Context: an optimization exercise on an open-source flow, tuned for a short achievable clock period and few clock cycles. The choices shown serve that exercise and are no tape-out recipe.
RTL that was checked went through simulation tests only; none was proved equivalent to the original.
Power and IR drop assume default switching activity.

Design rbfsm_rx, start of the top module:
module rbfsm_rx (
    input  wire        clk,
    input  wire        rst,
    input  wire        push_valid,
    input  wire [7:0]  push_data,
    output wire        push_ready,
    input  wire        cmd_valid,
    input  wire [7:0]  cmd_cap,
    output wire        busy,
    output reg         res_valid,
    output reg  [3:0]  res_code,
    output reg  [7:0]  res_val,
    output reg  [15:0] res_crc,
    output reg         dout_valid,
    output reg  [7:0]  dout_data,
    output wire [6:0]  rb_len,
    output reg  [15:0] corrupt_count
);
    localparam [7:0] DELIM = 8'h7E;
    localparam [7:0] ESCB  = 8'h7D;
    localparam [7:0] XORM  = 8'h20;
    localparam [3:0] RES_OK        = 4'h0;
    localparam [3:0] RES_TOO_SMALL = 4'h5;
    localparam [3:0] RES_NO_FRAME  = 4'h6;
    localparam [3:0] RES_CORRUPT   = 4'h7;
    localparam integer DN = 64;    
    localparam integer FN = 32;    
    localparam integer FW = 22;    
    reg  [6:0]  wc;         
    reg  [6:0]  len;        
    reg         pr_q;       
    reg         st_str;     
    reg         st_dec;     
    reg         busy_q;     
    reg  [7:0]  cap_q;
    reg  [5:0]  rem;        
    reg         pv_q;
    reg  [7:0]  pd_q;
    reg         isE_q;      
    reg         isD_q;      
    reg  [6:0]  pp_q;       
    reg         open;       
    reg         esc;        
    reg  [6:0]  pL;         
    reg  [7:0]  d1, d2;     
    reg  [15:0] crc;        
    reg  [6:0]  pstart;     
    reg  [8*DN-1:0] dq;
    reg  [DN:0] doh;        
    reg         hoff;       
    reg  [FW*FN-1:0] fq;
    reg  [FN:0] foh;        
    reg         fstale;     
    reg  [5:0]  live;       
    reg         hf;         
    assign busy       = busy_q;
    assign push_ready = pr_q;
    assign rb_len     = len;
    wire       term  = pv_q && isE_q && open;                  
    wire       emit  = pv_q && (isE_q ? esc : (esc || !isD_q));
    wire [7:0] dval  = isE_q ? (DELIM ^ XORM) : (esc ? (pd_q ^ XORM) : pd_q);
    function [15:0] crc_byte(input [15:0] c, input [7:0] b);
        integer i;
        reg [15:0] x;
        begin
  ...
Size in the first run: roughly 1,500 flip-flops.
Settings: LEC_CHECK=0, ABC_CLOCK_PERIOD_IN_PS=2500, CAP_MARGIN=20, CORE_MARGIN=2, CORE_UTILIZATION=65, CTS_CLUSTER_DIAMETER=80, CTS_CLUSTER_SIZE=30, PLACE_DENSITY=0.7, SETUP_SLACK_MARGIN=5, SLEW_MARGIN=20; clock period 8.0 ns.
standard.sh (not shown) runs the stock make flow with config.mk's settings and CLKGATE_MAP_FILE= SYNTH_SCRIPT=/design/flow/synth_recipe.tcl, a recipe that flattens the netlist after the stock synthesis.
==> flow/flow/run.sh <==
#!/bin/bash
set -o pipefail
sed -e 's/SETUP_SLACK_MARGIN=[0-9.]*/SETUP_SLACK_MARGIN=5.8/' \
    -e 's/"\${@:-finish}"/BUFFER_PORTS_ARGS="-buffer_cell sky130_fd_sc_hd__buf_4" "${@:-finish}"/' standard.sh > standard_m.sh
bash standard_m.sh > standard.log 2>&1
Rerun with:
--- a/flow/config.mk
+++ b/flow/config.mk
@@ -10,6 +10,5 @@
 export CORE_MARGIN = 2
-export CORE_UTILIZATION = 65
+export CORE_UTILIZATION = 55
 export CTS_CLUSTER_DIAMETER = 80
 export CTS_CLUSTER_SIZE = 30
-export PLACE_DENSITY = 0.7
 export SETUP_SLACK_MARGIN = 5
What happened: The changed run ran to the end with no violations. Global-route usage drops by 3.7 points. Total power climbs by 4.0%. Hold slack gets worse by 0.010 ns. Area after synthesis stays the same.
No functional check of the RTL was part of any run of this note.

The RTL this note starts from:
==> flow/design.v <==
module rbfsm_rx (
    input  wire        clk,
    input  wire        rst,
    input  wire        push_valid,
    input  wire [7:0]  push_data,
    output wire        push_ready,
    input  wire        cmd_valid,
    input  wire [7:0]  cmd_cap,
    output wire        busy,
    output reg         res_valid,
    output reg  [3:0]  res_code,
    output reg  [7:0]  res_val,
    output reg  [15:0] res_crc,
    output reg         dout_valid,
    output reg  [7:0]  dout_data,
    output wire [6:0]  rb_len,
    output reg  [15:0] corrupt_count
);
    localparam [7:0] DELIM = 8'h7E;
    localparam [7:0] ESCB  = 8'h7D;
    localparam [7:0] XORM  = 8'h20;
    localparam [3:0] RES_OK        = 4'h0;
    localparam [3:0] RES_TOO_SMALL = 4'h5;
    localparam [3:0] RES_NO_FRAME  = 4'h6;
    localparam [3:0] RES_CORRUPT   = 4'h7;
    localparam integer DN = 64;    
    localparam integer FN = 32;    
    localparam integer FW = 22;    
    reg  [6:0]  wc;         
    reg  [6:0]  len;        
    reg         pr_q;       
    reg         st_str;     
    reg         st_wait;    
    reg         busy_q;     
    reg  [7:0]  cap_q;
    reg  [5:0]  rem;        
    reg         pv_q;
    reg  [7:0]  pd_q;
    reg         isE_q;      
    reg         isD_q;      
    reg  [6:0]  pp_q;       
    reg         open;       
    reg         esc;        
    reg  [6:0]  pL;         
    reg  [7:0]  d1, d2;     
    reg  [15:0] crc;        
    reg  [6:0]  pstart;     
    reg  [8*DN-1:0] dq;
    reg  [DN:0] doh;        
    reg         hoff;       
    reg  [FW*FN-1:0] fq;
    reg  [FN:0] foh;        
    reg         fstale;     
    reg  [5:0]  live;       
    reg         hf;         
    assign busy       = busy_q;
    assign push_ready = pr_q;
    assign rb_len     = len;
    wire       term  = pv_q && isE_q && open;                  
    wire       emit  = pv_q && (isE_q ? esc : (esc || !isD_q));
    wire [7:0] dval  = isE_q ? (DELIM ^ XORM) : (esc ? (pd_q ^ XORM) : pd_q);
    function [15:0] crc_byte(input [15:0] c, input [7:0] b);
        integer i;
        reg [15:0] x;
        begin
            x = c ^ {b, 8'h00};
            for (i = 0; i < 8; i = i + 1)
                x = x[15] ? ({x[14:0], 1'b0} ^ 16'h1021) : {x[14:0], 1'b0};
            crc_byte = x;
        end
    endfunction
    wire [15:0] crc_u = crc_byte(crc, d2);
    wire [15:0] cr2   = (pL >= 7'd2) ? crc_u : crc;
    wire        okc   = esc ? ((pL >= 7'd1) && (cr2 == {DELIM ^ XORM, d1}))
                            : ((pL >= 7'd2) && (crc == {d1, d2}));
    wire [6:0]  Lc    = pL + {6'd0, esc};
    wire [FW-1:0] fnew = {okc, Lc, pstart, pp_q + 7'd1};
    wire [FW-1:0] hfr = fstale ? fq[2*FW-1:FW] : fq[FW-1:0];
    wire        h_ok = hfr[21];
    wire [6:0]  h_L  = hfr[20:14];
    wire [6:0]  h_S  = hfr[13:7];
    wire [6:0]  h_E  = hfr[6:0];
    wire [7:0]  dh0  = hoff ? dq[15:8] : dq[7:0];    
    wire [7:0]  dh1  = dq[15:8];                     
    wire wait_case = term && !hf;         
    wire idle  = !st_str && !st_wait;
    wire acc   = idle && cmd_valid;
    wire go    = (acc && !wait_case) || st_wait;
    wire one   = (h_L == 7'd1);
    wire fits_in = (|cmd_cap[7:6]) || (cmd_cap[5:0] >= h_L[5:0]);
    wire fits_q  = (|cap_q[7:6])   || (cap_q[5:0]   >= h_L[5:0]);
    wire nz_in   = |cmd_cap;
    wire fits  = st_wait ? fits_q : fits_in;
    wire nz    = st_wait ? (|cap_q) : nz_in;        
    wire nofr  = !hf;
    wire cons  = go && hf && fits;                  
    wire fpop_a = go && hf && one && nz;            
    wire last_s = st_str && (rem == 6'd1);          
    wire fpop  = fpop_a || last_s;
    wire cc_inc = fpop_a || (last_s && !h_ok);
    wire [6:0] t_nf  = open ? pstart : ((pv_q && !isE_q) ? pp_q : wc);
    wire [6:0] len_nf = wc - t_nf;
    wire [6:0] len_s  = wc - h_S;
    wire [6:0] len_e  = wc - h_E;
    wire [DN-1:0] dws = hoff   ? doh[DN:1] : doh[DN-1:0];
    wire [FN-1:0] fws = fstale ? foh[FN:1] : foh[FN-1:0];
    wire          fwe = term;
    integer i;
    always @(posedge clk) begin
        for (i = 0; i < DN; i = i + 1) begin
            if (emit && dws[i])
                dq[8*i +: 8] <= dval;
            else if (hoff)
                dq[8*i +: 8] <= (i == DN-1) ? 8'h00 : dq[8*(i+1) +: 8];
        end
        for (i = 0; i < FN; i = i + 1) begin
            if (fwe && fws[i])
                fq[FW*i +: FW] <= fnew;
            else if (fstale)
                fq[FW*i +: FW] <= (i == FN-1) ? {FW{1'b0}} : fq[FW*(i+1) +: FW];
        end
    end
    wire [DN:0] doh_n = (emit == hoff) ? doh : (emit ? {doh[DN-1:0], 1'b0} : {1'b0, doh[DN:1]});
    wire [FN:0] foh_n = (fwe == fstale) ? foh : (fwe ? {foh[FN-1:0], 1'b0} : {1'b0, foh[FN:1]});
    wire [5:0]  live_w = live + {5'd0, fwe};
    wire [5:0]  live_p = live_w - 6'd1;
    wire [15:0] cc_p1  = corrupt_count + 16'd1;
    always @(posedge clk) begin
        if (rst) begin
            wc            <= 7'd0;
            len           <= 7'd0;
            pr_q          <= 1'b1;
            st_str        <= 1'b0;
            st_wait       <= 1'b0;
            busy_q        <= 1'b0;
            cap_q         <= 8'd0;
            rem           <= 6'd0;
            pv_q          <= 1'b0;
            pd_q          <= 8'd0;
            isE_q         <= 1'b0;
            isD_q         <= 1'b0;
            pp_q          <= 7'd0;
            open          <= 1'b0;
            esc           <= 1'b0;
            pL            <= 7'd0;
            d1            <= 8'd0;
            d2            <= 8'd0;
            crc           <= 16'hFFFF;
            pstart        <= 7'd0;
            doh           <= {{DN{1'b0}}, 1'b1};
            hoff          <= 1'b0;
            foh           <= {{FN{1'b0}}, 1'b1};
            fstale        <= 1'b0;
            live          <= 6'd0;
            hf            <= 1'b0;
            res_valid     <= 1'b0;
            res_code      <= 4'd0;
            res_val       <= 8'd0;
            res_crc       <= 16'd0;
            dout_valid    <= 1'b0;
            dout_data     <= 8'd0;
            corrupt_count <= 16'd0;
        end else begin
            res_valid  <= 1'b0;
            dout_valid <= 1'b0;
            pv_q  <= push_valid && pr_q;
            pd_q  <= push_data;
            isE_q <= (push_data == DELIM);
            isD_q <= (push_data == ESCB);
            pp_q  <= wc;
            if (push_valid && pr_q) begin
                wc   <= wc + 7'd1;
                len  <= len + 7'd1;
                pr_q <= (len != 7'd63);
            end
            if (pv_q) begin
                if (isE_q) begin
                    if (open) begin
                        open <= 1'b0;
                        esc  <= 1'b0;
                        pL   <= 7'd0;
                        crc  <= 16'hFFFF;
                    end
                end else begin
                    if (!open) begin
                        open   <= 1'b1;
                        pstart <= pp_q;
                    end
                    if (esc || !isD_q) begin
                        esc <= 1'b0;
                        pL  <= pL + 7'd1;
                        d1  <= dval;
                        d2  <= d1;
                        if (pL >= 7'd2)
                            crc <= crc_u;
                    end else begin
                        esc <= 1'b1;
                    end
                end
            end
            doh    <= doh_n;
            hoff   <= cons || st_str;
            foh    <= foh_n;
            fstale <= fpop;
            live   <= fpop ? live_p : live_w;
            hf     <= fwe || (fpop ? (live != 6'd1) : hf);
            if (cc_inc)
                corrupt_count <= cc_p1;
            if (acc && wait_case) begin
                st_wait <= 1'b1;
                busy_q  <= 1'b1;
                cap_q   <= cmd_cap;
                pr_q    <= 1'b0;
            end
            if (go) begin
                st_wait    <= 1'b0;
                res_valid  <= nofr || !fits || one;
                res_code   <= nofr ? RES_NO_FRAME : (fits ? RES_CORRUPT : RES_TOO_SMALL);
                res_val    <= 8'd1;
                res_crc    <= {8'h00, dh0};
                dout_valid <= hf && fits;
                dout_data  <= dh0;
                rem        <= h_L[5:0] - 6'd1;
                st_str     <= hf && fits && !one;
                busy_q     <= hf && fits && !one;
                if (nofr)
                    len <= len_nf;
                else if (one && nz)
                    len <= len_e;
                else
                    len <= len_s;        
                if (nofr)
                    pr_q <= (len_nf != 7'd64);
                else if (one && nz)
                    pr_q <= 1'b1;
                else
                    pr_q <= !fits && (len_s != 7'd64);
            end
            if (st_str) begin
                dout_valid <= 1'b1;
                dout_data  <= dh1;
                rem        <= rem - 6'd1;
                if (rem == 6'd1) begin
                    st_str    <= 1'b0;
                    busy_q    <= 1'b0;
                    res_valid <= 1'b1;
                    res_crc   <= {dh1, dout_data};
                    len       <= len_e;
                    pr_q      <= 1'b1;
                    res_code  <= h_ok ? RES_OK : RES_CORRUPT;
                    res_val   <= h_ok ? {1'b0, h_L - 7'd2} : {1'b0, h_L};
                end
            end
        end
    end
endmodule
clock: 8.0 ns
lec_check: 0
abc_clock_period_in_ps: 2500
cap_margin: 20
core_margin: 2
core_utilization: 50
setup_slack_margin: 5
slew_margin: 20
Scripts as last shown in full above: flow/flow/run.sh
Testbench counts at the start, summed over its fixed seeds: cycles 73,718.
Then changed:
==> flow/flow/run.sh (replaced) <==
#!/bin/bash
set -o pipefail
sed 's/SETUP_SLACK_MARGIN=[0-9.]*/SETUP_SLACK_MARGIN=5.6/' standard.sh > standard_m.sh
bash standard_m.sh > standard.log 2>&1
=> Non-clock buffer count went down by 81; global-route usage falls by 0.85 points; power fell slightly; utilization went down by 2.3 points; via count fell by a few percent; worst setup slack barely changes; hold slack barely changes; final area goes down by a few percent; synthesized cell count stays the same; wire length went down by a little under a tenth; count of clock-buffer cells in the layout decreases by 18.
Then changed:
==> flow/run.sh (new file) <==
#!/bin/bash
# synth_recipe.tcl (not shown) runs the flow's synth.tcl, then flattens the netlist and writes it again
# the make line also repeats each setting of config.mk as NAME=value (left out here)
make -C /OpenROAD-flow-scripts/flow DESIGN_CONFIG=/design/flow/config.mk WORK_HOME=/design/flow/orfs CLKGATE_MAP_FILE= SYNTH_SCRIPT=/design/flow/synth_recipe.tcl finish
removed: flow/flow/run.sh
removed: flow/standard.sh
Final cell count came out lower by 2.2%.
Routed wire length came out lower by 4.3%.
Worst setup slack got worse by 0.086 ns.
Via count came out lower by about 2.7%.
Then changed:
==> flow/flow/run.sh (new file) <==
#!/bin/bash
set -o pipefail
sed -e 's/SETUP_SLACK_MARGIN=[0-9.]*/SETUP_SLACK_MARGIN=5.8/' \
    -e 's/"\${@:-finish}"/BUFFER_PORTS_ARGS="-buffer_cell sky130_fd_sc_hd__buf_4" "${@:-finish}"/' standard.sh > standard_m.sh
bash standard_m.sh > standard.log 2>&1
==> flow/standard.sh (new file) <==
#!/bin/bash
# synth_recipe.tcl (not shown) runs the flow's synth.tcl, then flattens the netlist and writes it again
# the make line also repeats each setting of config.mk as NAME=value (left out here)
make -C /OpenROAD-flow-scripts/flow DESIGN_CONFIG=/design/flow/config.mk WORK_HOME=/design/flow/orfs CLKGATE_MAP_FILE= SYNTH_SCRIPT=/design/flow/synth_recipe.tcl "${@:-finish}"
- CORE_UTILIZATION: 50 -> 55
- CTS_CLUSTER_DIAMETER: default -> 60
- CTS_CLUSTER_SIZE: default -> 30
removed: flow/run.sh
Result: The changed run completed without violations; cell area increases by 7.4%; critical path depth is unchanged; final cell count increases by 1.1%.

[static timing again, ports no longer ideal]
Ports are ideal in the flow. The routed layouts listed here were re-timed in OpenROAD. Step 1 (the two cells are an assumption about what drives the block):
set clk [get_ports {clk}]
set_driving_cell -lib_cell sky130_fd_sc_hd__clkbuf_16 $clk
set_driving_cell -lib_cell sky130_fd_sc_hd__buf_2 [delete_from_list [all_inputs] $clk]
Step 2 times the ports against the registers' clock, not the clock port: input delays grow and output delays shrink by t, the midpoint of the rising clock arrivals with the driver on. a / b / c = ideal / step 1 / step 2; a / b = the first two.
| run | shift t [ns] | setup WS [ns] | worst hold slack (ns) | worst data-port slew with drivers (ns) | pins driven straight from the clock port |
|---|---|---|---|---|---|
| the first run of note 1 | 0.795 | 4.840 / 4.840 / 4.840 | 0.477 / 0.477 / 0.477 | 0.17 | 1 |
| the second run of note 1 | 0.745 | 4.881 / 4.881 / 4.761 | 0.467 / 0.467 / 0.467 | 0.15 | 1 |
| the first run of note 2 | 0.837 | 5.133 / 5.061 / 4.590 | 0.470 / 0.470 / 0.470 | 0.07 | 1 |
| the second run of note 2 | 0.837 | 5.135 / 5.061 / 4.508 | 0.472 / 0.472 / 0.472 | 0.07 | 1 |
| the third run of note 2 | 0.831 | 5.050 / 4.979 / 4.257 | 0.467 / 0.467 / 0.467 | 0.06 | 1 |
| the fourth run of note 2 | 0.831 | 5.155 / 5.086 / 4.655 | 0.471 / 0.471 / 0.471 | 0.07 | 1 |
After both steps setup and hold are still met in every run listed. For the third run of note 2, which loses most, drivers alone change the setup slack by -0.071 ns; drivers and shift together by -0.793 ns.
